Source: an optimization exercise on an open RTL-to-GDS flow (aim: small area, a short achievable clock period and few clock cycles). Production flows keep margins and buffers that such runs may drop.
At most, simulation tests tie the RTL to the original design; equivalence was not proved.
No functional check of the RTL was part of run 1.
Power is estimated from default activity; no workload was simulated.

File: design.v
module ptfc_cke (
    input  wire        clk,
    input  wire        rst,
    input  wire        ibuf_we,
    input  wire [9:0]  ibuf_addr,
    input  wire [7:0]  ibuf_wdata,
    input  wire        ilen_we,
    input  wire [15:0] ilen_wdata,
    input  wire        errlog_we,
    input  wire [15:0] errlog_wdata,
    input  wire        cmd_we,
    input  wire [7:0]  cmd,
    output reg         busy,
    output reg         done,
    output reg  [7:0]  status,
    output reg  [15:0] errlog,
    output reg  [7:0]  rsum,
    output reg  [15:0] rlen,
    output reg  [15:0] rpos,
    output reg  [15:0] rcrc,
    output reg  [7:0]  blen,
    output reg  [15:0] dcrc
);
    localparam BUF_CAP = 540;
    localparam NGRP    = 9;       
    localparam OP_NOP  = 8'h00;
    localparam OP_OSUM = 8'h10;
    localparam OP_OVFY = 8'h11;
    localparam OP_ICRC = 8'h12;
    localparam E_ILL     = 4'd1;
    localparam E_NOSTART = 4'd2;
    localparam E_SHORT   = 4'd3;
    localparam E_OCHK    = 4'd4;
    localparam S_IDLE = 3'd0;
    localparam S_EVAL = 3'd1;   
    localparam S_RPA  = 3'd2;   
    localparam S_RPW  = 3'd3;   
    localparam S_RPX  = 3'd4;
    localparam S_RPB  = 3'd5;   
    localparam K_OSUM = 2'd0;
    localparam K_OVFY = 2'd1;
    localparam K_ICRC = 2'd2;
    function [15:0] crc_g;
        input [7:0] t;
        begin
            crc_g[ 0] = ^(t & 8'h97);
            crc_g[ 1] = ^(t & 8'h2E);
            crc_g[ 2] = ^(t & 8'h5C);
            crc_g[ 3] = ^(t & 8'hB8);
            crc_g[ 4] = ^(t & 8'h70);
            crc_g[ 5] = ^(t & 8'hE0);
            crc_g[ 6] = ^(t & 8'hC0);
            crc_g[ 7] = ^(t & 8'h80);
            crc_g[ 8] = ^(t & 8'h00);
            crc_g[ 9] = ^(t & 8'h00);
            crc_g[10] = ^(t & 8'h00);
            crc_g[11] = ^(t & 8'h00);
            crc_g[12] = ^(t & 8'h00);
            crc_g[13] = ^(t & 8'h97);
            crc_g[14] = ^(t & 8'h2E);
            crc_g[15] = ^(t & 8'hCB);
        end
    endfunction
    function [15:0] crc_byte;
        input [15:0] c;
        input [7:0]  b;
        begin
            crc_byte = {c[7:0], 8'h00} ^ crc_g(c[15:8] ^ b);
        end
    endfunction
    function [15:0] crc_zero16;
        input [15:0] c;
        begin
            crc_zero16[ 0] = ^(c & 16'h933D);
            crc_zero16[ 1] = ^(c & 16'h267A);
            crc_zero16[ 2] = ^(c & 16'h4CF4);
            crc_zero16[ 3] = ^(c & 16'h99E9);
            crc_zero16[ 4] = ^(c & 16'h33D2);
            crc_zero16[ 5] = ^(c & 16'h67A5);
            crc_zero16[ 6] = ^(c & 16'hCF4B);
            crc_zero16[ 7] = ^(c & 16'h9E96);
            crc_zero16[ 8] = ^(c & 16'h3D2C);
            crc_zero16[ 9] = ^(c & 16'h7A59);
            crc_zero16[10] = ^(c & 16'hF4B2);
            crc_zero16[11] = ^(c & 16'hE965);
            crc_zero16[12] = ^(c & 16'hD2CA);
            crc_zero16[13] = ^(c & 16'h36A8);
            crc_zero16[14] = ^(c & 16'h6D51);
            crc_zero16[15] = ^(c & 16'h499E);
        end
    endfunction
    function [7:0] mux4;
        input [7:0] a, b, c, d;
        input [1:0] s;
        begin
            case (s)
                2'd0:    mux4 = a;
                2'd1:    mux4 = b;
                2'd2:    mux4 = c;
                default: mux4 = d;
            endcase
        end
    endfunction
    reg  [2:0]  state;
    reg  [1:0]  kind;
    reg  [9:0]  ilen;
    reg        q_we;
    reg  [9:0] q_addr;
    reg  [7:0] q_data;      
    reg        q_clr, q_app, q_pat, q_gap;
    reg  [8*BUF_CAP-1:0] mem;
    integer i;
    always @(posedge clk) begin
        for (i = 0; i < BUF_CAP; i = i + 1)
            if (q_we && q_addr == i)
                mem[8*i +: 8] <= q_data;
    end
    wire [7:0] b0 = mem[7:0];
    wire [7:0] n  = mem[23:16];
    wire [7:0] b3 = mem[31:24];
    wire [7:0] b4 = mem[39:32];
    reg  [9:0]        raddr;    
    reg  [6*NGRP-1:0] rlo;      
    reg  [3:0]        rgrp;     
    reg  [8*NGRP-1:0] rpart;
    reg  [7:0]        rdata;    
    wire [8*64*NGRP-1:0] memx = {{(8*64*NGRP-8*BUF_CAP){1'b0}}, mem};
    reg  [8*16*NGRP-1:0] l1;
    reg  [8*4*NGRP-1:0]  l2;
    reg  [8*NGRP-1:0]    l3;
    integer k;
    always @* begin
        for (k = 0; k < 16*NGRP; k = k + 1)
            l1[8*k +: 8] = mux4(memx[32*k +: 8], memx[32*k+8 +: 8],
                                memx[32*k+16 +: 8], memx[32*k+24 +: 8], rlo[6*(k/16) +: 2]);
        for (k = 0; k < 4*NGRP; k = k + 1)
            l2[8*k +: 8] = mux4(l1[32*k +: 8], l1[32*k+8 +: 8],
                                l1[32*k+16 +: 8], l1[32*k+24 +: 8], rlo[6*(k/4)+2 +: 2]);
        for (k = 0; k < NGRP; k = k + 1)
            l3[8*k +: 8] = mux4(l2[32*k +: 8], l2[32*k+8 +: 8],
                                l2[32*k+16 +: 8], l2[32*k+24 +: 8], rlo[6*k+4 +: 2]);
    end
    reg [7:0] rsel;
    always @* begin
        case (rgrp)
            4'd0:    rsel = rpart[7:0];
            4'd1:    rsel = rpart[15:8];
            4'd2:    rsel = rpart[23:16];
            4'd3:    rsel = rpart[31:24];
            4'd4:    rsel = rpart[39:32];
            4'd5:    rsel = rpart[47:40];
            4'd6:    rsel = rpart[55:48];
            4'd7:    rsel = rpart[63:56];
            default: rsel = rpart[71:64];
        endcase
    end
    reg  [9:0] raddr_n;
    always @* begin
        raddr_n = raddr;
        if (state == S_IDLE) begin
            if (ibuf_we)
                raddr_n = ibuf_addr;
        end else if (state == S_RPA) begin
            raddr_n = 10'd0;
        end else if (state != S_EVAL) begin
            raddr_n = raddr + 10'd1;
        end
    end
    always @(posedge clk) begin
        raddr <= raddr_n;
        for (k = 0; k < NGRP; k = k + 1)
            if (raddr_n[9:6] == k)
                rlo[6*k +: 6] <= raddr_n[5:0];
        rpart <= l3;
        rgrp  <= raddr[9:6];
        rdata <= rsel;
    end
    reg  [9:0]  P;
    reg         peq;        
    reg         st_ok;      
    reg         ov_ok;      
    reg         cr_ok;      
    reg  [7:0]  S;          
    reg  [2:0]  ph;
    reg  [9:0]  s_pos;      
    reg  [15:0] L;
    reg  [15:0] brem;
    reg  [10:0] bend;       
    reg  [7:0]  B;          
    reg  [7:0]  cbyte;      
    reg  [15:0] crc_run;    
    wire        s_found = (ph != 3'd0);
    reg         d_pat;
    reg  [9:0]  d_addr;
    reg  [7:0]  d_new;
    reg         e_pat;
    reg  [9:0]  e_addr;
    reg  [7:0]  e_new;
    reg         fx_act;
    reg  [7:0]  fx_k;
    reg  [15:0] fx_f;
    reg         rp_on;      
    wire        ap_en  = rp_on || q_clr || q_app;
    wire [7:0]  ap_v   = q_data;
    wire [9:0]  pi     = e_addr;
    wire [7:0]  pnew   = e_new;
    wire [7:0]  pold   = rdata;
    wire [9:0]  s1     = s_pos + 10'd1;
    wire [9:0]  s2     = s_pos + 10'd2;
    wire        lo3    = (pi < 10'd3);
    wire [7:0]  fk     = n - 8'd1 - pi[7:0] - {7'd0, lo3 && n > 8'd3} - {7'd0, lo3 && n > 8'd4};
    reg  [9:0]  P_n;
    reg         st_ok_n, ov_ok_n, cr_ok_n;
    reg  [7:0]  S_n;
    reg  [2:0]  ph_n;
    reg  [9:0]  s_pos_n;
    reg  [15:0] L_n;
    reg  [15:0] brem_n;
    reg  [7:0]  B_n;
    reg  [7:0]  cbyte_n;
    reg  [15:0] crc_run_n;
    reg         fx_act_n;
    reg  [7:0]  fx_k_n;
    reg  [15:0] fx_f_n;
    always @* begin
        P_n       = P;
        st_ok_n   = st_ok;
        ov_ok_n   = ov_ok;
        cr_ok_n   = cr_ok;
        S_n       = S;
        ph_n      = ph;
        s_pos_n   = s_pos;
        L_n       = L;
        brem_n    = brem;
        B_n       = B;
        cbyte_n   = cbyte;
        crc_run_n = crc_run;
        fx_act_n  = fx_act;
        fx_k_n    = fx_k;
        fx_f_n    = fx_f;
        if (q_clr) begin
            P_n       = 10'd1;
            st_ok_n   = 1'b1;
            ov_ok_n   = 1'b1;
            cr_ok_n   = 1'b1;
            S_n       = ap_v;
            ph_n      = (ap_v == 8'h7E) ? 3'd1 : 3'd0;
            s_pos_n   = 10'd0;
            B_n       = 8'd0;
            crc_run_n = crc_g(ap_v);
        end else if (ap_en) begin
            P_n = P + 10'd1;
            S_n = S + ap_v;
            if (e_pat)
                st_ok_n = 1'b0;
            case (ph)
                3'd0: begin
                    if (ap_v == 8'h7E) begin
                        ph_n    = 3'd1;
                        s_pos_n = P;
                    end
                end
                3'd1: begin
                    L_n[15:8] = ap_v;
                    ph_n      = 3'd2;
                end
                3'd2: begin
                    L_n[7:0] = ap_v;
                    brem_n   = {L[15:8], ap_v};
                    ph_n     = 3'd3;
                end
                3'd3: begin
                    if (brem != 16'd0) begin
                        B_n    = B + ap_v;
                        brem_n = brem - 16'd1;
                    end else begin
                        cbyte_n = ap_v;
                        ph_n    = 3'd4;
                    end
                end
                default: ;
            endcase
            if (P < 10'd2 ||
                (P == 10'd2 && ap_v > 8'd2) ||
                (P > 10'd4 && P < {2'b00, n}))
                crc_run_n = crc_byte(crc_run, ap_v);
            else if (fx_act && fx_k == 8'd0)
                crc_run_n = crc_run ^ fx_f;
        end else if (e_pat) begin
            S_n = S - pold + pnew;
            if (!s_found) begin
                if (pnew == 8'h7E) ov_ok_n = 1'b0;
            end else if (pi < s_pos) begin
                if (pnew == 8'h7E) ov_ok_n = 1'b0;
            end else if (pi == s_pos) begin
                if (pnew != 8'h7E) ov_ok_n = 1'b0;
            end else if (pi == s1 || pi == s2) begin
                if (pnew != pold) ov_ok_n = 1'b0;
            end else if ({1'b0, pi} < bend) begin
                B_n = B - pold + pnew;
            end else if ({1'b0, pi} == bend) begin
                cbyte_n = pnew;
            end
            if (fx_act && fx_k == 8'd0)
                crc_run_n = crc_run ^ fx_f;
        end else begin
            if (fx_act && fx_k == 8'd0)
                crc_run_n = crc_run ^ fx_f;
        end
        if (fx_act) begin
            if (fx_k == 8'd0) begin
                fx_act_n = 1'b0;
            end else if (fx_k >= 8'd16) begin
                fx_f_n = crc_zero16(fx_f);
                fx_k_n = fx_k - 8'd16;
            end else begin
                fx_f_n = crc_byte(fx_f, 8'h00);
                fx_k_n = fx_k - 8'd1;
            end
        end
        if (e_pat && !ap_en) begin
            if (pi == 10'd2) begin
                if (pnew != pold) cr_ok_n = 1'b0;
            end else if (pi != 10'd3 && pi != 10'd4 && pi < {2'b00, n} && pnew != pold) begin
                if (fx_act || P < {2'b00, n} || P < 10'd3) begin
                    cr_ok_n = 1'b0;
                end else begin
                    fx_act_n = 1'b1;
                    fx_f_n   = crc_g(pnew ^ pold);
                    fx_k_n   = fk;
                end
            end
        end
        if (q_clr)
            fx_act_n = 1'b0;
        if (q_gap)
            st_ok_n = 1'b0;
        if (state == S_RPA) begin
            P_n       = 10'd0;
            st_ok_n   = 1'b1;
            ov_ok_n   = 1'b1;
            cr_ok_n   = 1'b1;
            S_n       = 8'd0;
            ph_n      = 3'd0;
            B_n       = 8'd0;
            crc_run_n = 16'h0000;
            fx_act_n  = 1'b0;
        end
    end
    wire       ilen_wr = ilen_we && state == S_IDLE && ilen_wdata <= BUF_CAP;
    wire [9:0] ilen_n  = ilen_wr ? ilen_wdata[9:0] : ilen;
    wire       h_we    = ibuf_we && state == S_IDLE;
    wire       h_zero  = (ibuf_addr == 10'd0);
    wire icrc_short = (ilen < 10'd3) || ({2'b00, n} > ilen);
    wire [1:0] cmd_kind = (cmd == OP_OVFY) ? K_OVFY : (cmd == OP_ICRC) ? K_ICRC : K_OSUM;
    wire [1:0] ekind    = (state == S_IDLE) ? cmd_kind : kind;
    wire need_rp = (!peq || !st_ok ||
                    (ekind == K_OVFY && !ov_ok) ||
                    (ekind == K_ICRC && !cr_ok)) &&
                   !(ekind == K_ICRC && icrc_short);
    wire eval_wait = d_pat || e_pat || fx_act;
    wire fast_ok   = !q_we && !eval_wait && !need_rp;
    wire [7:0]  chk    = ~B;
    wire [15:0] crcv   = (n == 8'd0) ? 16'h0000 :
                         (n == 8'd1) ? crc_g(b0) : crc_run;
    wire [15:0] dc     = {b4, b3};
    wire        l_lt2  = (L < 16'd2);
    task finish_cmd;
        begin
            case (ekind)
                K_OSUM: begin
                    rsum   <= ~S;
                    status <= 8'h00;
                end
                K_OVFY: begin
                    if (!s_found) begin
                        status    <= {4'h0, E_NOSTART};
                        errlog[2] <= 1'b1;
                    end else if (ph != 3'd4 || l_lt2) begin
                        status    <= {4'h0, E_SHORT};
                        errlog[3] <= 1'b1;
                    end else if (cbyte != chk) begin
                        status    <= {4'h0, E_OCHK};
                        errlog[4] <= 1'b1;
                    end else begin
                        rsum   <= chk;
                        rlen   <= L;
                        rpos   <= {6'd0, s_pos};
                        status <= 8'h10;
                    end
                end
                default: begin
                    if (icrc_short) begin
                        status    <= {4'h0, E_SHORT};
                        errlog[3] <= 1'b1;
                    end else begin
                        rcrc <= crcv;
                        blen <= n;
                        if (n >= 8'd5) begin
                            dcrc   <= dc;
                            status <= (dc == crcv) ? 8'h20 : 8'h00;
                        end else begin
                            dcrc   <= 16'h0000;
                            status <= 8'h00;
                        end
                    end
                end
            endcase
        end
    endtask
    wire [16:0] bsum = {7'd0, s_pos} + {1'b0, L} + 17'd3;
    always @(posedge clk)
        bend <= (bsum[16:11] != 6'd0) ? 11'h7FF : bsum[10:0];
    always @(posedge clk) begin
        if (rst) begin
            state   <= S_IDLE;
            kind    <= K_OSUM;
            busy    <= 1'b0;
            done    <= 1'b0;
            status  <= 8'h00;
            errlog  <= 16'h0000;
            ilen    <= 10'd0;
            rsum    <= 8'h00;
            rlen    <= 16'h0000;
            rpos    <= 16'h0000;
            rcrc    <= 16'h0000;
            blen    <= 8'h00;
            dcrc    <= 16'h0000;
            q_we    <= 1'b0;
            q_clr   <= 1'b0;
            q_app   <= 1'b0;
            q_pat   <= 1'b0;
            q_gap   <= 1'b0;
            q_addr  <= 10'd0;
            q_data  <= 8'd0;
            rp_on   <= 1'b0;
            d_pat   <= 1'b0;
            d_addr  <= 10'd0;
            d_new   <= 8'd0;
            e_pat   <= 1'b0;
            e_addr  <= 10'd0;
            e_new   <= 8'd0;
            P       <= 10'd0;
            peq     <= 1'b1;
            st_ok   <= 1'b1;
            ov_ok   <= 1'b1;
            cr_ok   <= 1'b1;
            S       <= 8'd0;
            ph      <= 3'd0;
            s_pos   <= 10'd0;
            L       <= 16'h0000;
            brem    <= 16'h0000;
            B       <= 8'd0;
            cbyte   <= 8'd0;
            crc_run <= 16'h0000;
            fx_act  <= 1'b0;
            fx_k    <= 8'd0;
            fx_f    <= 16'h0000;
        end else begin
            done <= 1'b0;
            q_we   <= h_we;
            q_clr  <= h_we && h_zero;
            q_app  <= h_we && !h_zero && (ibuf_addr == P_n);
            q_pat  <= h_we && !h_zero && (ibuf_addr < P_n);
            q_gap  <= h_we && !h_zero && (ibuf_addr > P_n);
            q_addr <= ibuf_addr;
            q_data <= (state == S_IDLE) ? ibuf_wdata : rsel;
            d_pat  <= q_pat;
            d_addr <= q_addr;
            d_new  <= q_data;
            e_pat  <= d_pat;
            e_addr <= d_addr;
            e_new  <= d_new;
            P       <= P_n;
            peq     <= (P_n == ilen_n);
            st_ok   <= st_ok_n;
            ov_ok   <= ov_ok_n;
            cr_ok   <= cr_ok_n;
            S       <= S_n;
            ph      <= ph_n;
            s_pos   <= s_pos_n;
            L       <= L_n;
            brem    <= brem_n;
            B       <= B_n;
            cbyte   <= cbyte_n;
            crc_run <= crc_run_n;
            fx_act  <= fx_act_n;
            fx_k    <= fx_k_n;
            fx_f    <= fx_f_n;
            if (errlog_we && state == S_IDLE)
                errlog <= errlog & ~(errlog_wdata & 16'h07FE);
            if (ilen_we && state == S_IDLE) begin
                if (ilen_wdata > BUF_CAP)
                    errlog[10] <= 1'b1;
                else
                    ilen <= ilen_wdata[9:0];
            end
            case (state)
                S_IDLE: begin
                    if (cmd_we) begin
                        case (cmd)
                            OP_NOP: begin
                                status <= 8'h00;
                                done   <= 1'b1;
                            end
                            OP_OSUM, OP_OVFY, OP_ICRC: begin
                                kind <= cmd_kind;
                                if (fast_ok) begin
                                    done <= 1'b1;
                                    finish_cmd();
                                end else begin
                                    state <= S_EVAL;
                                    busy  <= 1'b1;
                                end
                            end
                            default: begin
                                status    <= {4'h0, E_ILL};
                                errlog[1] <= 1'b1;
                                done      <= 1'b1;
                            end
                        endcase
                    end
                end
                S_EVAL: begin
                    if (eval_wait) begin
                        state <= S_EVAL;
                    end else if (need_rp) begin
                        state <= S_RPA;
                    end else begin
                        done  <= 1'b1;
                        busy  <= 1'b0;
                        state <= S_IDLE;
                        finish_cmd();
                    end
                end
                S_RPA: begin
                    state <= S_RPW;
                end
                S_RPW: begin
                    state <= S_RPX;
                end
                S_RPX: begin
                    rp_on <= (ilen != 10'd0);
                    state <= S_RPB;
                end
                S_RPB: begin
                    if (!rp_on || P + 10'd1 == ilen) begin
                        rp_on <= 1'b0;
                        state <= S_EVAL;
                    end
                end
                default: state <= S_IDLE;
            endcase
        end
    end
endmodule
File: flow/run.sh
#!/bin/bash
set -euo pipefail
bash standard.sh SETUP_SLACK_MARGIN=6.3 finish > standard_flow.log 2>&1
File: standard.sh
#!/bin/bash
# synth_recipe.tcl (not shown) runs the flow's synth.tcl, then flattens the netlist and writes it again
# the make line also repeats each setting of config.mk as NAME=value (left out here)
make -C /OpenROAD-flow-scripts/flow DESIGN_CONFIG=/design/flow/config.mk WORK_HOME=/design/flow/orfs CLKGATE_MAP_FILE= SYNTH_SCRIPT=/design/flow/synth_recipe.tcl "${@:-finish}"
File: config.mk
export PLATFORM = sky130hd
export DESIGN_NAME = ptfc_cke
export DESIGN_NICKNAME = ptfc_cke
export VERILOG_FILES = /design/flow/design.v
export SDC_FILE = /design/flow/constraint.sdc
export NUM_CORES = 4
export LEC_CHECK = 0
export ABC_CLOCK_PERIOD_IN_PS = 3500
export CAP_MARGIN = 20
export CORE_MARGIN = 2
export CORE_UTILIZATION = 50
export SLEW_MARGIN = 20
export SYNTH_MEMORY_MAX_BITS = 8192
File: constraint.sdc
create_clock -name core_clock -period 10.0 [get_ports {clk}]
set_input_delay 2.0000 -clock core_clock [delete_from_list [all_inputs] [get_ports {clk}]]
set_output_delay 2.0000 -clock core_clock [all_outputs]
set_load 0.01 [all_outputs]
==> results of run 1 <==
==> where the power goes <==
| part | internal (mW) | switching, mW |
|---|---|---|
| combinational | 0.684 | 1.27 |
| sequential | 21.8 | 0.117 |
| clock | 10.5 | 7.62 |
==> through the flow <==
step	instances	area [µm²]	setup WS (ps)	util [%]
floorplan	10100	191000	5500	-
global placement	14800	198000	4040	52.1
detailed placement	14800	198000	3840	52.1
CTS	15800	215000	6190	56.6
global route	15800	216000	6110	56.8
finish	15800	216000	6140	56.8
==> per-layer routing <==
| metal | track usage (%) | routed length (µm) | share of wire [%] | vias to the layer above |
|---|---|---|---|---|
| li1 | - | - | - | 41000 |
| met1 | 36.6 | 205000 | 42 | 51900 |
| met2 | 39.5 | 234000 | 48 | 3990 |
| met3 | 3.64 | 37100 | 7.6 | 734 |
| met4 | 7.57 | 15100 | 3.1 | 2 |
| met5 | 0 | 16 | 0.0033 | - |
==> cell type report <==
cell class	instances	area, µm²
Antenna cell	10	25.0
Clock buffer	625	12900
Clock inverter	269	3010
Fill cell	28400	164000
Inverter	185	694
Multi-Input combinational cell	4560	49800
Sequential cell	4771	139000
Tap cell	5016	6280
Timing Repair Buffer	360	3530
==> logic make-up (layout without fill, tap and decap cells) <==
kind of cell	count (synthesis)	count (layout)	synth area share (%)
flip-flops	4771	4771	73.0
AND/OR/NAND/NOR	1732	1739	3.96
multiplexers	1509	1509	16.2
AO/OA/AOI/OAI	852	852	2.78
buffers and inverters	794	1439	1.70
XOR/XNOR	288	288	1.34
adder cells (fa/ha/maj)	157	157	1.12
other	1	25	0.00196
==> placed cells by master, fill, tap and decap left out, drive strengths merged, types with 20 or more instances in the layout <==
master | synthesis | routed
a211oi | 72 | 72
a21o | 26 | 26
a21oi | 243 | 243
a22oi | 30 | 30
and3 | 23 | 23
buf | 201 | 211
bufinv | 0 | 57
clkbuf | 408 | 632
clkdlybuf4s15 | 0 | 25
clkdlybuf4s50 | 0 | 45
clkinv | 0 | 179
dfxtp | 397 | 397
dlygate4sd2 | 0 | 65
edfxtp | 4374 | 4374
fa | 23 | 23
ha | 133 | 133
inv | 185 | 199
mux2i | 250 | 250
mux4 | 1257 | 1257
nand2 | 390 | 390
nand2b | 34 | 34
nand3 | 96 | 96
nand4 | 27 | 27
nor2 | 878 | 878
nor2b | 84 | 84
nor3 | 89 | 89
nor4 | 24 | 24
o211ai | 28 | 28
o21ai | 268 | 268
o22ai | 20 | 20
xnor2 | 203 | 203
xor2 | 83 | 83
==> worst max path at each step <==
stage	end	slack, ps	depth (start not counted)
final	mem[1674]	6140	4
after global routing	mem[3439]	6110	4
after CTS	mem[3504]	6190	4
after detailed placement	rcrc[13]	3840	9
after global placement	rcrc[11]	4040	9
after floorplan	crc_run[7]	5500	10
==> state kept, by name, indices dropped and copies added (netlist names), 11 cells and up <==
name / count
rlen: 16
L: 16
crc_run: 16
rpart: 72
bend: 11
mem: 4320
brem: 16
fx_f: 16
dcrc: 16
rlo: 54
rcrc: 16
==> repair_timing <==
| action | 4_1_cts | 5_1_grt |
|---|---|---|
| setup endpoints to repair | 2397 | 1753 |
| gates cloned | 9 | 4 |
| hold buffers | 0 | 0 |
| gates resized for setup | 326 | 216 |
| setup buffers | 32 | 7 |
| hold endpoints to repair | 0 | 0 |
| pin swaps | 16 | 13 |
==> flow_summary.yaml, run 1 <==
setup_path:
  crit_path_start: "q_we"
  cp_top_family: "simple AND/OR/NAND/NOR gates"
  critPathMaxStageDelay_ps: 880
  crit_path_max_fanout: 16
  rrSetupSlack_ps: 6140
  worst_ep_required_time_ps: 10600
  crit_type: "flop to flop"
  worst_ep_arrival_time_ps: 4450
  path_buf_inv: 0
  reg2reg_to: "mem[1674]"
  cp_cell_sequence: "or3b_2 -> nor2_4 -> nand2_1 -> nor2_1"
  end_kind: "flop"
  regToRegStartpoint: "q_we"
  ff2ff_path_depth: 4
  slowest_stage: "nor2_1"
  start_kind: "flop"
timing:
  tns_ps: 0
  final-hold-violation-count: 0
  clock.fmax_mhz: 259
  worst_slew_pin_slew_ps: 1200
  fin_skew_ps: 65.4
  relSlewSlack_pct: 20.1
  finalCriticalPeriod_ps: 3860
  setup_viol: 0
  rsz0062_at_grt: "yes"
  hold_slack_ps: 395
  finalMaxSlewViolations: 0
  fin_crit_sh_pct: 38.6
routing:
  drc: 0
  post_drt_wl_per_cell_um: 31.1
  postRouteWirelength_um: 491000
  num_vias: 97600
  via_per_inst: 6.18
  drt_iter0_drc: 11600
  ant_nets: 0
  dr.pass1.iters: 6
clock_tree:
  cts_root_buf: "clkbuf_16"
  clk_latency_ps: 990
  numCtsBuffers: 476
  cts_buffer_depth: 4
  cts_max_level: 5
  clk_pin_slew_worst_paths_ps: 60
  tritoncts: "built"
  cts_sinks: 4771
yosys:
  synth_edf_count: 4374
  synth_area_leaders: "edfxtp_1 69%, mux4_2 15%, dfxtp_1 4.2%, nor2_1 1.7%, mux2i_1 1.3%"
  async_flop_share_pct: 0
  synth_cells: 10100
  synth_area_mm2: 0.191
  synth_top_area_cell: "edfxtp_1"
  postSynthAreaPerCell_um2: 18.9
  yosysTopAreaCellShare_pct: 68.8
  synth_cell_type_count: 95
  ys_warn_count: 1
  synth-main-ff-cell: "edfxtp_1"
  synth_commonest_cells: "4,374 x edfxtp_1, 1,257 x mux4_2, 878 x nor2_1, 408 x clkbuf_1, 397 x dfxtp_1"
  synth-seq-cells: 4771
  yosysSeqAreaShare_pct: 73.0
  yosys.cell_count.top_type: "edfxtp_1"
global_route:
  grt_pass1_wl_um: 706000
  grt_max_degree: 213
  antenna_found_initial: 33
  grtUsageTotal_pct: 25.1
  grt_pass1_vias: 97700
  grt_overflow: 0
floorplanning:
  core.rowCount: 226
  die_y_um: 622
  ios: 170
  die_area_mm2: 0.387
  die_w_um: 622
  initial_core_util_pct: 50.3
  core_area_mm2: 0.379
final_layout:
  synthToLayoutAreaGrowth_pct: 12.9
  drive_above_1_share_pct: 24.0
  fin_nets: 10600
worst_hold_path:
  holdPathStages: 0
  hold_end: "rgrp[3]"
  hold_start: "raddr[9]"
  hold_path_class: "flop to flop"
power:
  powerDensity_mw_per_mm2: 195
  peakVddDrop_mv: 0.162
  leakagePower_nw: 69.0
  p_total_mw: 42.1
outcome:
  status: "finished clean"
placed_design:
  dp_hpwl_um: 290000
  routabilityCongestion: 0.865
  portBuffers: 148
flow_run:
  cap_violations: 0
==> inputs of run 2 (changes only) <==
--- a/design.v
+++ b/design.v
@@ -199,6 +199,9 @@
     reg         fx_act;
     reg  [7:0]  fx_k;
     reg  [15:0] fx_f;
+    reg         fq_v;
+    reg  [7:0]  fq_d;
+    reg  [7:0]  fq_k;
     reg         rp_on;      
     wire        ap_en  = rp_on || q_clr || q_app;
     wire [7:0]  ap_v   = q_data;
@@ -222,6 +225,9 @@
     reg         fx_act_n;
     reg  [7:0]  fx_k_n;
     reg  [15:0] fx_f_n;
+    reg         fq_v_n;
+    reg  [7:0]  fq_d_n;
+    reg  [7:0]  fq_k_n;
     always @* begin
         P_n       = P;
         st_ok_n   = st_ok;
@@ -238,6 +244,9 @@
         fx_act_n  = fx_act;
         fx_k_n    = fx_k;
         fx_f_n    = fx_f;
+        fq_v_n    = fq_v;
+        fq_d_n    = fq_d;
+        fq_k_n    = fq_k;
         if (q_clr) begin
             P_n       = 10'd1;
             st_ok_n   = 1'b1;
@@ -309,7 +318,10 @@
         end
         if (fx_act) begin
             if (fx_k == 8'd0) begin
-                fx_act_n = 1'b0;
+                fx_act_n = fq_v;
+                fx_f_n   = crc_g(fq_d);
+                fx_k_n   = fq_k;
+                fq_v_n   = 1'b0;
             end else if (fx_k >= 8'd16) begin
                 fx_f_n = crc_zero16(fx_f);
                 fx_k_n = fx_k - 8'd16;
@@ -322,17 +334,25 @@
             if (pi == 10'd2) begin
                 if (pnew != pold) cr_ok_n = 1'b0;
             end else if (pi != 10'd3 && pi != 10'd4 && pi < {2'b00, n} && pnew != pold) begin
-                if (fx_act || P < {2'b00, n} || P < 10'd3) begin
+                if (P < {2'b00, n} || P < 10'd3) begin
                     cr_ok_n = 1'b0;
-                end else begin
+                end else if (!fx_act || (fx_k == 8'd0 && !fq_v)) begin
                     fx_act_n = 1'b1;
                     fx_f_n   = crc_g(pnew ^ pold);
                     fx_k_n   = fk;
+                end else if (!fq_v || fx_k == 8'd0) begin
+                    fq_v_n = 1'b1;
+                    fq_d_n = pnew ^ pold;
+                    fq_k_n = fk;
+                end else begin
+                    cr_ok_n = 1'b0;
                 end
             end
         end
-        if (q_clr)
+        if (q_clr) begin
             fx_act_n = 1'b0;
+            fq_v_n   = 1'b0;
+        end
         if (q_gap)
             st_ok_n = 1'b0;
         if (state == S_RPA) begin
@@ -345,69 +365,46 @@
             B_n       = 8'd0;
             crc_run_n = 16'h0000;
             fx_act_n  = 1'b0;
+            fq_v_n    = 1'b0;
         end
     end
     wire       ilen_wr = ilen_we && state == S_IDLE && ilen_wdata <= BUF_CAP;
     wire [9:0] ilen_n  = ilen_wr ? ilen_wdata[9:0] : ilen;
     wire       h_we    = ibuf_we && state == S_IDLE;
     wire       h_zero  = (ibuf_addr == 10'd0);
-    wire icrc_short = (ilen < 10'd3) || ({2'b00, n} > ilen);
-    wire [1:0] cmd_kind = (cmd == OP_OVFY) ? K_OVFY : (cmd == OP_ICRC) ? K_ICRC : K_OSUM;
-    wire [1:0] ekind    = (state == S_IDLE) ? cmd_kind : kind;
-    wire need_rp = (!peq || !st_ok ||
-                    (ekind == K_OVFY && !ov_ok) ||
-                    (ekind == K_ICRC && !cr_ok)) &&
-                   !(ekind == K_ICRC && icrc_short);
-    wire eval_wait = d_pat || e_pat || fx_act;
-    wire fast_ok   = !q_we && !eval_wait && !need_rp;
-    wire [7:0]  chk    = ~B;
-    wire [15:0] crcv   = (n == 8'd0) ? 16'h0000 :
-                         (n == 8'd1) ? crc_g(b0) : crc_run;
-    wire [15:0] dc     = {b4, b3};
-    wire        l_lt2  = (L < 16'd2);
-    task finish_cmd;
-        begin
-            case (ekind)
-                K_OSUM: begin
-                    rsum   <= ~S;
-                    status <= 8'h00;
-                end
-                K_OVFY: begin
-                    if (!s_found) begin
-                        status    <= {4'h0, E_NOSTART};
-                        errlog[2] <= 1'b1;
-                    end else if (ph != 3'd4 || l_lt2) begin
-                        status    <= {4'h0, E_SHORT};
-                        errlog[3] <= 1'b1;
-                    end else if (cbyte != chk) begin
-                        status    <= {4'h0, E_OCHK};
-                        errlog[4] <= 1'b1;
-                    end else begin
-                        rsum   <= chk;
-                        rlen   <= L;
-                        rpos   <= {6'd0, s_pos};
-                        status <= 8'h10;
-                    end
-                end
-                default: begin
-                    if (icrc_short) begin
-                        status    <= {4'h0, E_SHORT};
-                        errlog[3] <= 1'b1;
-                    end else begin
-                        rcrc <= crcv;
-                        blen <= n;
-                        if (n >= 8'd5) begin
-                            dcrc   <= dc;
-                            status <= (dc == crcv) ? 8'h20 : 8'h00;
-                        end else begin
-                            dcrc   <= 16'h0000;
-                            status <= 8'h00;
-                        end
-                    end
-                end
-            endcase
-        end
-    endtask
+    wire        icrc_short = (ilen < 10'd3) || ({2'b00, n} > ilen);
+    wire        pend_pat   = d_pat || e_pat;
+    wire        pend_fix   = fx_act || fq_v;
+    wire        st_cur     = peq && st_ok;
+    wire        ok_osum = !pend_pat && st_cur;
+    wire        ok_ovfy = !pend_pat && st_cur && ov_ok;
+    wire        ok_icrc = !pend_pat && !pend_fix && (icrc_short || (st_cur && cr_ok));
+    wire        is_osum = (cmd == OP_OSUM);
+    wire        is_ovfy = (cmd == OP_OVFY);
+    wire        is_icrc = (cmd == OP_ICRC);
+    wire        idle    = (state == S_IDLE);
+    wire        in_eval = (state == S_EVAL);
+    wire        c_new   = idle && cmd_we && !q_we;
+    wire        go_osum = (c_new && is_osum && ok_osum) || (in_eval && kind == K_OSUM && ok_osum);
+    wire        go_ovfy = (c_new && is_ovfy && ok_ovfy) || (in_eval && kind == K_OVFY && ok_ovfy);
+    wire        go_icrc = (c_new && is_icrc && ok_icrc) || (in_eval && kind == K_ICRC && ok_icrc);
+    wire        go_any  = go_osum || go_ovfy || go_icrc;
+    wire        ev_wait = pend_pat || (kind == K_ICRC && pend_fix);
+    wire [7:0]  chk     = ~B;
+    wire        l_lt2   = (L < 16'd2);
+    wire        ov_nos  = !s_found;
+    wire        ov_shrt = s_found && (ph != 3'd4 || l_lt2);
+    wire        ov_bad  = s_found && !ov_shrt && (cbyte != chk);
+    wire        ov_good = s_found && !ov_shrt && (cbyte == chk);
+    wire [7:0]  ov_stat = ov_nos ? {4'h0, E_NOSTART} :
+                          ov_shrt ? {4'h0, E_SHORT} :
+                          ov_bad ? {4'h0, E_OCHK} : 8'h10;
+    wire [15:0] crcv    = (n == 8'd0) ? 16'h0000 :
+                          (n == 8'd1) ? crc_g(b0) : crc_run;
+    wire [15:0] dc      = {b4, b3};
+    wire        n_ge5   = (n >= 8'd5);
+    wire [7:0]  ic_stat = icrc_short ? {4'h0, E_SHORT} :
+                          (n_ge5 && dc == crcv) ? 8'h20 : 8'h00;
     wire [16:0] bsum = {7'd0, s_pos} + {1'b0, L} + 17'd3;
     always @(posedge clk)
         bend <= (bsum[16:11] != 6'd0) ? 11'h7FF : bsum[10:0];
@@ -456,6 +453,9 @@
             fx_act  <= 1'b0;
             fx_k    <= 8'd0;
             fx_f    <= 16'h0000;
+            fq_v    <= 1'b0;
+            fq_d    <= 8'd0;
+            fq_k    <= 8'd0;
         end else begin
             done <= 1'b0;
             q_we   <= h_we;
@@ -487,6 +487,9 @@
             fx_act  <= fx_act_n;
             fx_k    <= fx_k_n;
             fx_f    <= fx_f_n;
+            fq_v    <= fq_v_n;
+            fq_d    <= fq_d_n;
+            fq_k    <= fq_k_n;
             if (errlog_we && state == S_IDLE)
                 errlog <= errlog & ~(errlog_wdata & 16'h07FE);
             if (ilen_we && state == S_IDLE) begin
@@ -498,39 +501,28 @@
             case (state)
                 S_IDLE: begin
                     if (cmd_we) begin
-                        case (cmd)
-                            OP_NOP: begin
-                                status <= 8'h00;
-                                done   <= 1'b1;
+                        if (is_osum || is_ovfy || is_icrc) begin
+                            kind <= is_ovfy ? K_OVFY : is_icrc ? K_ICRC : K_OSUM;
+                            if (!go_any) begin
+                                state <= S_EVAL;
+                                busy  <= 1'b1;
                             end
-                            OP_OSUM, OP_OVFY, OP_ICRC: begin
-                                kind <= cmd_kind;
-                                if (fast_ok) begin
-                                    done <= 1'b1;
-                                    finish_cmd();
-                                end else begin
-                                    state <= S_EVAL;
-                                    busy  <= 1'b1;
-                                end
-                            end
-                            default: begin
-                                status    <= {4'h0, E_ILL};
-                                errlog[1] <= 1'b1;
-                                done      <= 1'b1;
-                            end
-                        endcase
+                        end else if (cmd == OP_NOP) begin
+                            status <= 8'h00;
+                            done   <= 1'b1;
+                        end else begin
+                            status    <= {4'h0, E_ILL};
+                            errlog[1] <= 1'b1;
+                            done      <= 1'b1;
+                        end
                     end
                 end
                 S_EVAL: begin
-                    if (eval_wait) begin
-                        state <= S_EVAL;
-                    end else if (need_rp) begin
-                        state <= S_RPA;
-                    end else begin
-                        done  <= 1'b1;
+                    if (go_any) begin
                         busy  <= 1'b0;
                         state <= S_IDLE;
-                        finish_cmd();
+                    end else if (!ev_wait) begin
+                        state <= S_RPA;
                     end
                 end
                 S_RPA: begin
@@ -551,6 +543,33 @@
                 end
                 default: state <= S_IDLE;
             endcase
+            if (go_any)
+                done <= 1'b1;
+            if (go_osum) begin
+                rsum   <= ~S;
+                status <= 8'h00;
+            end
+            if (go_ovfy) begin
+                status <= ov_stat;
+                if (ov_nos)  errlog[2] <= 1'b1;
+                if (ov_shrt) errlog[3] <= 1'b1;
+                if (ov_bad)  errlog[4] <= 1'b1;
+                if (ov_good) begin
+                    rsum <= chk;
+                    rlen <= L;
+                    rpos <= {6'd0, s_pos};
+                end
+            end
+            if (go_icrc) begin
+                status <= ic_stat;
+                if (icrc_short) begin
+                    errlog[3] <= 1'b1;
+                end else begin
+                    rcrc <= crcv;
+                    blen <= n;
+                    dcrc <= n_ge5 ? dc : 16'h0000;
+                end
+            end
         end
     end
 endmodule
--- a/config.mk
+++ b/config.mk
@@ -8,6 +8,8 @@
 export ABC_CLOCK_PERIOD_IN_PS = 3500
 export CAP_MARGIN = 20
 export CORE_MARGIN = 2
-export CORE_UTILIZATION = 50
+export CORE_UTILIZATION = 55
+export CTS_CLUSTER_DIAMETER = 100
+export CTS_CLUSTER_SIZE = 25
 export SLEW_MARGIN = 20
 export SYNTH_MEMORY_MAX_BITS = 8192
==> run 2 against run 1 <==
Effect of this change: still clean; global-route usage grew 2.3 points; clock power shrank 43%; first-iteration DRC count shrank 6.0%; non-clock buffer count grew 17; total power shrank 9.7%; critical endpoint is now fx_k[7]; highest routed layer unchanged.
==> flow_summary.yaml, run 2 <==
final_layout:
  regMostFlops: "mem"
  final_common_cell: "edfxtp_1"
  final_cell_mix: "4,374 x edfxtp_1, 1,237 x mux4_2, 765 x nor2_1, 396 x dfxtp_1, 321 x nand2_1"
  largest_register_ffs: 4320
  fin_nets: 10500
  synthToLayoutAreaGrowth_pct: 7.57
  drive_above_1_share_pct: 20.2
  top_regs: "mem: 4320 flops, rpart: 72 flops, rlo: 54 flops"
floorplanning:
  core.rowCount: 216
  die_area_mm2: 0.353
  core_area_mm2: 0.346
  ios: 170
  die_w_um: 594
  initial_core_util_pct: 55.3
  die_y_um: 594
yosys:
  synth-main-ff-cell: "edfxtp_1"
  yosysSeqAreaShare_pct: 72.8
  synth_cells: 10200
  yosys.cell_count.top_type: "edfxtp_1"
  yosysTopAreaCellShare_pct: 68.5
  ys_warn_count: 1
  postSynthAreaPerCell_um2: 18.7
  synth_area_leaders: "edfxtp_1 69%, mux4_2 15%, dfxtp_1 4.3%, nor2_1 2.0%, mux2i_1 1.3%"
  async_flop_share_pct: 0
  synth_top_area_cell: "edfxtp_1"
  synth-seq-cells: 4788
  synth_edf_count: 4374
  synth_area_mm2: 0.192
  synth_cell_type_count: 93
  synth_commonest_cells: "4,374 x edfxtp_1, 1,237 x mux4_2, 1,000 x nor2_1, 440 x clkbuf_1, 414 x dfxtp_1"
clock_tree:
  numCtsBuffers: 216
  cts_root_buf: "clkbuf_16"
  tritoncts: "built"
  cts_hold_buffers: 0
  clk_pin_slew_worst_paths_ps: 100
  clk_latency_ps: 980
  cts_max_level: 4
  cts_sinks: 4788
  cts_buffer_depth: 4
power:
  pwr-share-clk_pct: 27.1
  internal_power_mw: 28.5
  p_comb_share_pct: 12.8
  leakagePower_nw: 64.8
  peakVddDrop_mv: 0.163
  seq_power_share_pct: 60.1
  powerDensity_mw_per_mm2: 184
  p_sw_share_pct: 25.1
  power_switching_mw: 9.53
  p_total_mw: 38.0
worst_hold_path:
  hold_path_class: "flop to flop"
global_route:
  grt_overflow: 0
  antenna_found_initial: 27
  grtUsageTotal_pct: 27.3
  grt_pass1_wl_um: 695000
  grt_pass1_vias: 94600
  grt_max_degree: 209
timing:
  worst_slew_pin_slew_ps: 1200
  fin_crit_sh_pct: 38.3
  setup_viol: 0
  tns_ps: 0
  clock.fmax_mhz: 261
  relSlewSlack_pct: 19.4
  final-hold-violation-count: 0
  finalMaxSlewViolations: 0
  rsz0062_at_grt: "yes"
  fin_skew_ps: 46.7
  setup_ws_ps: 6170
  finalCriticalPeriod_ps: 3830
routing:
  drc: 0
  via_per_inst: 6.41
  postRouteWirelength_um: 486000
  dr.pass1.iters: 8
  num_vias: 96100
  post_drt_wl_per_cell_um: 32.4
  ant_nets: 0
  drt_iter0_drc: 10900
setup_path:
  end_kind: "flop"
  slowest_stage: "or4_4"
  crit_path_max_fanout: 2
  worst_ep_required_time_ps: 10880
  critPathMaxStageDelay_ps: 580
  crit_type: "flop to flop"
  start_kind: "flop"
  worst_ep_arrival_time_ps: 4710
  cp_cell_sequence: "or4_4 -> nor2_4 -> a221oi_2 -> a21boi_2 -> fa_2 -> inv_2 -> fa_2 -> ha_4 -> a21o_1 -> a21oi_2 -> nor2_1 -> o21ai_1 -> a31oi_1 -> xnor2_1 -> nor2_1 -> nor3_1"
placed_design:
  post-place-ws_ps: 4790
  routabilityCongestion: 0.870
  portBuffers: 148
  dp_hpwl_um: 293000
outcome:
  status: "finished clean"
flow_run:
  cap_violations: 0
## run 2: changes by cell type in the layout (fill, tap and decap cells not counted), sizes merged, moves of 24 or more
| cell | before | now |
|---|---|---|
| a211oi | 72 | 98 |
| bufinv | 57 | 0 |
| clkbuf | 632 | 371 |
| clkinv | 179 | 13 |
| nand2 | 390 | 336 |
| nor2 | 878 | 1001 |
| o22ai | 20 | 44 |
## run 2: repair_timing
| item | in CTS | in global routing |
|---|---|---|
| buffers inserted | 22 | 21 |
| resized for setup | 359 | 109 |
| gates cloned | 4 | 5 |
| setup endpoints to repair | 3055 | 1730 |
| pin swaps | 23 | 33 |
## run 2: area by class of cell
class | count | area, µm²
Timing Repair Buffer | 377 | 3820
Sequential cell | 4788 | 140000
Clock inverter | 19 | 206
Tap cell | 4578 | 5730
Fill cell | 25200 | 140000
Inverter | 197 | 744
Multi-Input combinational cell | 4651 | 49900
Antenna cell | 24 | 60.1
Clock buffer | 364 | 6030
## run 2: per-stage QoR
stage                     instances  hold slack, ps  instance area, µm²  util [%]
after CTS                     14900             382              205000      59.3
final                         15000             385              206000      59.5
after global routing          15000             409              206000      59.5
after floorplan               10300             352              192000         -
after detailed placement      14500             365              198000      57.2
after global placement        14500             366              198000      57.2
## run 2: cells by family after synthesis
group / count (synthesis) / synth area share (%)
buffers and inverters: 821 / 1.73
xor gates and xnor gates: 295 / 1.35
and+or+nand+nor: 1745 / 3.93
other: 1 / 0.00196
muxes: 1518 / 16.0
adders and majority gates: 157 / 1.11
DFF: 4788 / 72.8
AOI/OAI and AO/OA: 921 / 3.02
## run 2: worst paths after layout
kind / from / endpoint / slack [ps] / depth (start not counted)
max: mem[22] / fx_k[7] / 6170 / 16
min: raddr[9] / rgrp[3] / 380 / 0
max reg2reg: mem[22] / fx_k[7] / 6170 / 16
min reg2reg: raddr[9] / rgrp[3] / 380 / 0
## run 2: metal layers
| layer | vias up | global-route usage, % | wire length, µm |
|---|---|---|---|
| li1 | 40600 | - | - |
| met1 | 51500 | 40.6 | 205000 |
| met2 | 3467 | 43.5 | 234000 |
| met3 | 510 | 3.94 | 34600 |
| met4 | 6 | 6.33 | 11900 |
| met5 | - | 0 | 51 |
## run 2: power groups by stage
stage	Combinational, mW	Clock (mW)	Sequential, mW
final	4.85	10.3	22.8
after global routing	5.14	11.1	22.9
after CTS	4.87	10.5	22.9
after detailed placement	4.82	0	23.3
after global placement	4.74	0	23.3
after floorplan	2.64	0	23.5
## run 2: critical path, delay by kind of cell (launching register included)
| family | cells | cell delay [ps] |
|---|---|---|
| DFF | 1 | 420 |
| buffers and inverters | 1 | 60 |
| adders and majority gates | 3 | 1030 |
| and+or+nand+nor | 5 | 1030 |
| AOI/OAI and AO/OA | 6 | 890 |
| xor gates and xnor gates | 1 | 310 |
Testbench counts of run 2, summed over its fixed seeds: cycles 339,668.
==> inputs of run 3 (changes only) <==
--- a/design.v
+++ b/design.v
@@ -110,9 +110,11 @@
     reg        q_clr, q_app, q_pat, q_gap;
     reg  [8*BUF_CAP-1:0] mem;
     integer i;
+    reg  [16:0] wdh;
+    reg  [31:0] wdl;
     always @(posedge clk) begin
         for (i = 0; i < BUF_CAP; i = i + 1)
-            if (q_we && q_addr == i)
+            if (wdh[i/32] && wdl[i%32])
                 mem[8*i +: 8] <= q_data;
     end
     wire [7:0] b0 = mem[7:0];
@@ -210,8 +212,9 @@
     wire [7:0]  pold   = rdata;
     wire [9:0]  s1     = s_pos + 10'd1;
     wire [9:0]  s2     = s_pos + 10'd2;
-    wire        lo3    = (pi < 10'd3);
-    wire [7:0]  fk     = n - 8'd1 - pi[7:0] - {7'd0, lo3 && n > 8'd3} - {7'd0, lo3 && n > 8'd4};
+    wire        d_lo3  = (d_addr < 10'd3);
+    wire [7:0]  d_fk   = n - 8'd1 - d_addr[7:0] - {7'd0, d_lo3 && n > 8'd3} - {7'd0, d_lo3 && n > 8'd4};
+    reg  [7:0]  fk;
     reg  [9:0]  P_n;
     reg         st_ok_n, ov_ok_n, cr_ok_n;
     reg  [7:0]  S_n;
@@ -406,8 +409,11 @@
     wire [7:0]  ic_stat = icrc_short ? {4'h0, E_SHORT} :
                           (n_ge5 && dc == crcv) ? 8'h20 : 8'h00;
     wire [16:0] bsum = {7'd0, s_pos} + {1'b0, L} + 17'd3;
-    always @(posedge clk)
+    always @(posedge clk) begin
         bend <= (bsum[16:11] != 6'd0) ? 11'h7FF : bsum[10:0];
+        for (i = 0; i < 32; i = i + 1)
+            wdl[i] <= (ibuf_addr[4:0] == i);
+    end
     always @(posedge clk) begin
         if (rst) begin
             state   <= S_IDLE;
@@ -437,6 +443,8 @@
             e_pat   <= 1'b0;
             e_addr  <= 10'd0;
             e_new   <= 8'd0;
+            fk      <= 8'd0;
+            wdh     <= 17'd0;
             P       <= 10'd0;
             peq     <= 1'b1;
             st_ok   <= 1'b1;
@@ -471,6 +479,9 @@
             e_pat  <= d_pat;
             e_addr <= d_addr;
             e_new  <= d_new;
+            fk     <= d_fk;
+            for (i = 0; i < 17; i = i + 1)
+                wdh[i] <= h_we && ibuf_addr[9:5] == i;
             P       <= P_n;
             peq     <= (P_n == ilen_n);
             st_ok   <= st_ok_n;
==> flow/run.sh (replaced) <==
#!/bin/bash
set -euo pipefail
bash standard.sh SETUP_SLACK_MARGIN=6.6 MATCH_CELL_FOOTPRINT=0 \
  "CTS_ARGS=-sink_clustering_enable -repair_clock_nets -sink_clustering_size 25 -sink_clustering_max_diameter 100 -distance_between_buffers 200" \
  finish > standard_flow.log 2>&1
==> run 3 against run 2 <==
Effect of this change: now fails the layout checks on antenna rules; sequential power is 3% lower; clock skew is 9.2 ps higher; sequential cell count is 57 higher; die area is 1.1% higher; non-clock buffer count is 54 higher; final area is 1.5% higher; clock power hardly changed; total power is 9.1% lower; critical path depth is 1 lower; register-to-register slack better by 330 ps; critical endpoint is now fk[7]; largest cell class unchanged; largest power group unchanged.
==> flow_summary.yaml, run 3 <==
yosys:
  synth-xor-area-share_pct: 1.37
  synth_commonest_cells: "4,374 x edfxtp_1, 1,291 x mux4_2, 560 x and2_1, 471 x dfxtp_1, 443 x nor2_1"
  ys_warn_count: 1
  synth_fa_ha_area_share_pct: 1.08
  synth_cell_type_count: 77
  synth-simple-area-share_pct: 4.52
  synth_cells: 10100
  synth-compound-area-share_pct: 2.64
  synth_top_family_by_area: "multiplexers"
  async_flop_share_pct: 0
  synth_area_mm2: 0.194
  yosys.cell_count.top_type: "edfxtp_1"
  synth_area_leaders: "edfxtp_1 68%, mux4_2 15%, dfxtp_1 4.9%, and2_1 1.8%, mux2i_1 1.1%"
  muxShareOfSynthArea_pct: 16.2
  yosysSeqAreaShare_pct: 72.6
  synth_top_area_cell: "edfxtp_1"
  yosysTopAreaCellShare_pct: 67.8
  synth-seq-cells: 4845
  synth_edf_count: 4374
  synth-main-ff-cell: "edfxtp_1"
  postSynthAreaPerCell_um2: 19.1
global_route:
  grtUsageTotal_pct: 27.8
  grt_pass1_wl_um: 707000
  antenna_found_initial: 63
  grt_overflow: 0
  grt_pass1_vias: 95800
  grt_max_degree: 207
timing:
  final-hold-violation-count: 0
  clock.fmax_mhz: 285
  relSlewSlack_pct: 22.6
  fin_skew_ps: 55.9
  setup_viol: 0
  fin_crit_sh_pct: 35.0
  setup_ws_ps: 6500
  worst_slew_pin_slew_ps: 1160
  finalCriticalPeriod_ps: 3500
  finalMaxSlewViolations: 0
  tns_ps: 0
  hold_slack_ps: 405
  rsz0062_at_grt: "yes"
setup_path:
  worst_ep_required_time_ps: 10780
  start_kind: "flop"
  end_kind: "flop"
  crit_path_max_fanout: 2
  worst_ep_arrival_time_ps: 4280
  cp_top_family: "compound AO/OA/AOI/OAI gates"
  cp_cell_sequence: "or4_4 -> a2111oi_4 -> o31a_1 -> fa_2 -> inv_1 -> fa_1 -> ha_1 -> nor2b_4 -> o21ai_2 -> a21boi_2 -> o21ai_2 -> a21boi_2 -> o21a_1 -> o21ai_1 -> o31ai_1"
  crit_type: "flop to flop"
  slowest_stage: "or4_4"
  critPathMaxStageDelay_ps: 530
  path_buf_inv: 1
clock_tree:
  cts_sinks: 4845
  cts_root_buf: "clkbuf_16"
  clk_pin_slew_worst_paths_ps: 100
  cts_hold_buffers: 0
  numCtsBuffers: 219
  tritoncts: "built"
  cts_max_level: 4
  clk_latency_ps: 900
  cts_buffer_depth: 4
floorplanning:
  core.rowCount: 217
  die_y_um: 598
  core_area_mm2: 0.350
  initial_core_util_pct: 55.4
  ios: 170
  die_area_mm2: 0.357
  die_w_um: 598
routing:
  dr.pass1.iters: 6
  drc: 0
  via_per_inst: 6.43
  postRouteWirelength_um: 499000
  num_vias: 97000
  ant_nets: 1
  post_drt_wl_per_cell_um: 33.1
  drt_iter0_drc: 11400
final_layout:
  seq_area_mm2: 0.141
  drive_above_1_share_pct: 21.3
  utilization_pct: 59.8
  top_regs: "mem: 4320 flops, rpart: 72 flops, rlo: 54 flops"
  final_cell_mix: "4,374 x edfxtp_1, 1,291 x mux4_2, 559 x and2_1, 428 x nor2_1, 324 x dfxtp_1"
  regMostFlops: "mem"
  multi_input_area_mm2: 0.0506
  largest_register_ffs: 4320
  final_cells: 15100
  fin_nets: 10400
  num-fill-cells: 25300
  synthToLayoutAreaGrowth_pct: 8.00
  final_common_cell: "edfxtp_1"
  fin_area_mm2: 0.209
outcome:
  failed_checks: "antenna rules"
  status: "failed layout checks"
placed_design:
  dp.cells: 14500
  dp_hpwl_um: 302000
  placed_cell_area_mm2: 0.200
  portBuffers: 148
  post-place-ws_ps: 4370
  routabilityCongestion: 0.885
power:
  peakVddDrop_mv: 0.185
  leakagePower_nw: 66.5
  p_total_mw: 34.5
  powerDensity_mw_per_mm2: 165
flow_run:
  cap_violations: 0
worst_hold_path:
  hold_path_class: "flop to flop"
[run 3: cell count changes after synthesis, sizes merged, moves of 42 or more]
cell   before   now
mux4     1237  1291
dfxtp     414   471
mux2i     257   206
and2       18   560
nand2     336   292
o21ai     251   209
nor2     1001   443
[run 3: layout make-up]
| type | count | area share (%) |
|---|---|---|
| antenna | 138 | 0.165 |
| clock buffer | 369 | 2.95 |
| clock inverter | 16 | 0.0980 |
| inverter | 178 | 0.321 |
| multi-input combinational | 4507 | 24.2 |
| sequential | 4845 | 67.4 |
| tap | 4599 | 2.75 |
| timing repair buffer | 431 | 2.14 |
[run 3: timing repair]
action	in CTS	in global routing
setup buffers	63	23
setup endpoints to repair	958	440
gates cloned	10	4
pin swaps	36	30
resized for setup	607	89
hold endpoints to repair	0	0
[run 3: logic make-up (layout without fill, tap and decap cells)]
group,after synthesis,in the layout
DFF,4845,4845
and+or+nand+nor,1704,1706
muxes,1512,1513
AOI/OAI and AO/OA,819,819
buffers and inverters,787,994
xor gates and xnor gates,299,299
adders and majority gates,155,155
other,1,153
[run 3: report_power, final]
group	total (mW)	switching, mW	internal, mW
Clock	10.5	6.16	4.31
Sequential	22.2	0.135	22.1
Combinational	1.83	1.16	0.679
[run 3: final timing paths]
kind	start	end	slack (ps)	depth (start not counted)
min	raddr[9]	rgrp[3]	400	0
min reg2reg	raddr[9]	rgrp[3]	400	0
max reg2reg	d_addr[8]	fk[7]	6500	15
max	d_addr[8]	fk[7]	6500	15
[run 3: per-layer routing]
metal / vias to the layer above / global-route usage [%] / share of wire, % / wire [µm]
li1: 40600 / - / - / -
met1: 51900 / 41.4 / 41 / 206000
met2: 3949 / 44.4 / 48 / 240000
met3: 568 / 3.51 / 8.0 / 40000
met4: 6 / 6.43 / 2.4 / 12200
met5: - / 0 / 0.0068 / 34
Testbench counts of run 3, summed over its fixed seeds: cycles 339,668.
==> inputs of run 4 (changes only) <==
--- a/design.v
+++ b/design.v
@@ -213,7 +213,9 @@
     wire [9:0]  s1     = s_pos + 10'd1;
     wire [9:0]  s2     = s_pos + 10'd2;
     wire        d_lo3  = (d_addr < 10'd3);
-    wire [7:0]  d_fk   = n - 8'd1 - d_addr[7:0] - {7'd0, d_lo3 && n > 8'd3} - {7'd0, d_lo3 && n > 8'd4};
+    wire [2:0]  d_sub3 = {1'b0, d_addr[1:0]} + 3'd1 + {2'b00, n > 8'd3} + {2'b00, n > 8'd4};
+    wire [7:0]  d_sub  = d_lo3 ? {5'd0, d_sub3} : d_addr[7:0] + 8'd1;
+    wire [7:0]  d_fk   = n - d_sub;
     reg  [7:0]  fk;
     reg  [9:0]  P_n;
     reg         st_ok_n, ov_ok_n, cr_ok_n;
==> run 4 against run 3 <==
Effect of this change: now clean on timing, DRC and antenna; final area rose by 0.32%; maximum frequency shrank 0.34%; setup slack worse by 12 ps; total power rose by 10%; sequential power grew 4%; register-to-register slack about the same; sequential cell count stayed put; via count is 1.4% higher; synthesized cell count increased by 1.4%; clock power hardly changed; largest cell class unchanged.
==> flow_summary.yaml, run 4 <==
yosys:
  yosys.cell_count.top_type: "edfxtp_1"
  async_flop_share_pct: 0
  synth_edf_count: 4374
  synth_cell_type_count: 96
  synth-seq-cells: 4845
  synth_commonest_cells: "4,374 x edfxtp_1, 1,257 x mux4_2, 560 x and2_1, 471 x dfxtp_1, 430 x clkbuf_1"
  synth_area_mm2: 0.194
  synth_top_area_cell: "edfxtp_1"
  synth_cells: 10300
  yosysTopAreaCellShare_pct: 67.7
  postSynthAreaPerCell_um2: 18.9
  synth_area_leaders: "edfxtp_1 68%, mux4_2 15%, dfxtp_1 4.9%, and2_1 1.8%, mux2i_1 1.2%"
  yosysSeqAreaShare_pct: 72.5
  synth-main-ff-cell: "edfxtp_1"
  ys_warn_count: 1
setup_path:
  rrSetupSlack_ps: 6480
  start_kind: "flop"
  crit_type: "flop to flop"
  regToRegStartpoint: "mem[19]"
  end_kind: "flop"
  crit_path_max_fanout: 2
  worst_ep_required_time_ps: 10770
  reg2reg_to: "fk[7]"
  worst_ep_arrival_time_ps: 4290
  ff2ff_path_depth: 19
  crit_path_start: "mem[19]"
placed_design:
  dp.cells: 14600
  portBuffers: 148
  dp_hpwl_um: 301000
  post-place-ws_ps: 4550
  routabilityCongestion: 0.884
  placed_cell_area_mm2: 0.201
timing:
  final-hold-violation-count: 0
  fin_skew_ps: 28.2
  finalCriticalPeriod_ps: 3520
  finalMaxSlewViolations: 0
  rsz0062_at_grt: "yes"
  worst_slew_pin_slew_ps: 1260
  tns_ps: 0
  fin_crit_sh_pct: 35.2
  relSlewSlack_pct: 16.1
  setup_viol: 0
  clock.fmax_mhz: 284
  setup_ws_ps: 6480
routing:
  post_drt_wl_per_cell_um: 32.9
  drc: 0
  ant_nets: 0
  postRouteWirelength_um: 501000
  drt_iter0_drc: 12700
  dr.pass1.iters: 6
  num_vias: 98300
  via_per_inst: 6.45
floorplanning:
  initial_core_util_pct: 55.2
  die_y_um: 598
  die_area_mm2: 0.358
  core.rowCount: 218
  die_w_um: 598
  core_area_mm2: 0.352
  ios: 170
final_layout:
  drive_above_1_share_pct: 21.2
  synthToLayoutAreaGrowth_pct: 8.17
  multi_input_area_mm2: 0.0512
  final_common_cell: "edfxtp_1"
  final_cells: 15200
  seq_area_mm2: 0.141
  regMostFlops: "mem"
  fin_nets: 10500
  largest_register_ffs: 4320
  top_regs: "mem: 4320 flops, rpart: 72 flops, rlo: 54 flops"
  fin_area_mm2: 0.210
  final_cell_mix: "4,374 x edfxtp_1, 1,257 x mux4_2, 560 x and2_1, 404 x nor2_1, 342 x nand2_1"
  num-fill-cells: 25500
clock_tree:
  cts_sinks: 4845
  cts_buffer_depth: 4
  cts_root_buf: "clkbuf_16"
  cts_max_level: 4
  clk_pin_slew_worst_paths_ps: 100
  clk_latency_ps: 900
  numCtsBuffers: 219
  tritoncts: "built"
  cts_hold_buffers: 0
power:
  peakVddDrop_mv: 0.188
  power_switching_mw: 9.33
  seq_power_share_pct: 60.5
  leakagePower_nw: 66.7
  p_sw_share_pct: 24.6
  internal_power_mw: 28.7
  pwr-share-clk_pct: 27.6
  powerDensity_mw_per_mm2: 181
  p_comb_share_pct: 11.9
worst_hold_path:
  holdPathStages: 0
  hold_end: "rgrp[3]"
  hold_start: "raddr[9]"
  hold_path_class: "flop to flop"
outcome:
  status: "finished clean"
flow_run:
  cap_violations: 0
global_route:
  grtUsageTotal_pct: 27.8
  grt_max_degree: 187
  grt_pass1_wl_um: 709000
  grt_overflow: 0
  grt_pass1_vias: 95000
  antenna_found_initial: 62
[run 4: changes by cell type after synthesis, moves of 27 or more]
cell,change
nand2_1,+67
nor2_1,-29
a21oi_1,+33
mux2i_1,+27
mux4_2,-34
o21ai_0,+42
[run 4: power groups by stage]
| stage | clock (mW) | combinational [mW] | sequential [mW] |
|---|---|---|---|
| finish | 10.5 | 4.54 | 23.0 |
| global route | 11.3 | 4.80 | 23.0 |
| CTS | 10.6 | 4.51 | 23.0 |
| detailed placement | 0 | 4.43 | 23.5 |
| global placement | 0 | 4.35 | 23.5 |
| floorplan | 0 | 2.39 | 23.7 |
[run 4: through the flow]
step                      util, %  hold slack, ps  total power [mW]
final                        59.7             395              38.0
after global routing         59.6             406              39.1
after CTS                    59.2             392              38.1
after detailed placement     57.1             377              27.9
after global placement       57.1             376              27.8
after floorplan                 -             362              26.1
[run 4: cells by family (layout without fill, tap and decap cells)]
kind of cell / count (synthesis) / in the layout / share of synthesized area (%)
AOI/OAI and AO/OA: 869 / 869 / 2.75
other: 1 / 174 / 0.00193
buffers and inverters: 801 / 979 / 1.67
xor gates and xnor gates: 294 / 294 / 1.33
adders and majority gates: 152 / 152 / 1.05
muxes: 1505 / 1505 / 15.9
and+or+nand+nor: 1797 / 1797 / 4.80
DFF: 4845 / 4845 / 72.5
[run 4: worst max-delay path by stage]
stage                       endpoint  slack (ps)  cells after the start
final                          fk[7]        6480                     19
after CTS                      fk[7]        6360                     19
after global placement       rlo[29]        4640                      6
after floorplan           crc_run[1]        5440                     11
after global routing           fk[7]        6270                     19
after detailed placement     rlo[28]        4550                      6
[run 4: timing repair]
action | CTS | global route
gates resized for setup | 580 | 194
pin swaps | 16 | 78
gates cloned | 14 | 8
buffers inserted | 35 | 29
endpoints found under the setup margin | 923 | 542
[run 4: metal layers]
metal	vias to the layer above	GRT usage, %	share of wire (%)
met3	525	4.37	9.1
met2	4477	43.5	47
met4	2	5.80	2.1
met5	-	0	0.0026
met1	52300	41.9	42
li1	41000	-	-
[run 4: layout make-up]
type	instances	area share [%]
Multi-Input combinational cell	4632	24.4
Clock buffer	358	2.92
Tap cell	4620	2.75
Clock inverter	15	0.102
Antenna cell	159	0.189
Sequential cell	4845	67.2
Inverter	181	0.327
Timing Repair Buffer	425	2.15
[run 4: worst max-delay path: stages (launching register included)]
cell	delay, ps
edfxtp_1	470
nor3_4	280
nand3_4	110
inv_4	80
ha_4	190
inv_2	60
ha_4	120
inv_2	30
fa_1	500
nor2_2	40
a21oi_2	140
ha_1	240
nor2b_1	130
o21ai_1	170
a21boi_1	110
o21ai_1	230
a21boi_2	90
o21a_1	200
o21ai_1	120
o31ai_1	80
Testbench counts of run 4, summed over its fixed seeds: cycles 339,668.

## afterwards: timing with drivers on the ports
In the flow no input, the clock included, has a driving cell. The finished layouts below were timed again as built, in two steps. Step 1 sets driving cells, clkbuf_16 on the clock port and buf_2 on the other inputs (assumed; they add their load-dependent delay and slew). Step 2 adds t to the input delays and takes it off the output delays; t is the mean of the earliest and latest rising clock arrival at the registers after step 1. Input paths then give back, and output paths get back, about the clock's delay inside the block. a / b / c = ideal / step 1 / step 2; a / b = the first two.
run | t (ns) | slack for setup (ns) | worst register clock-pin slew, ns
run 1 | 1.062 | 6.144 / 6.144 / 5.351 | 0.07 / 0.07
run 2 | 1.053 | 6.168 / 6.168 / 5.224 | 0.11 / 0.11
run 3 | 0.974 | 6.496 / 6.472 / 5.675 | 0.11 / 0.11
run 4 | 1.002 | 6.484 / 6.456 / 5.606 | 0.11 / 0.11
The setup slack of run 2, which loses most, moves by 0.000 ns with the drivers and by -0.944 ns with both steps.
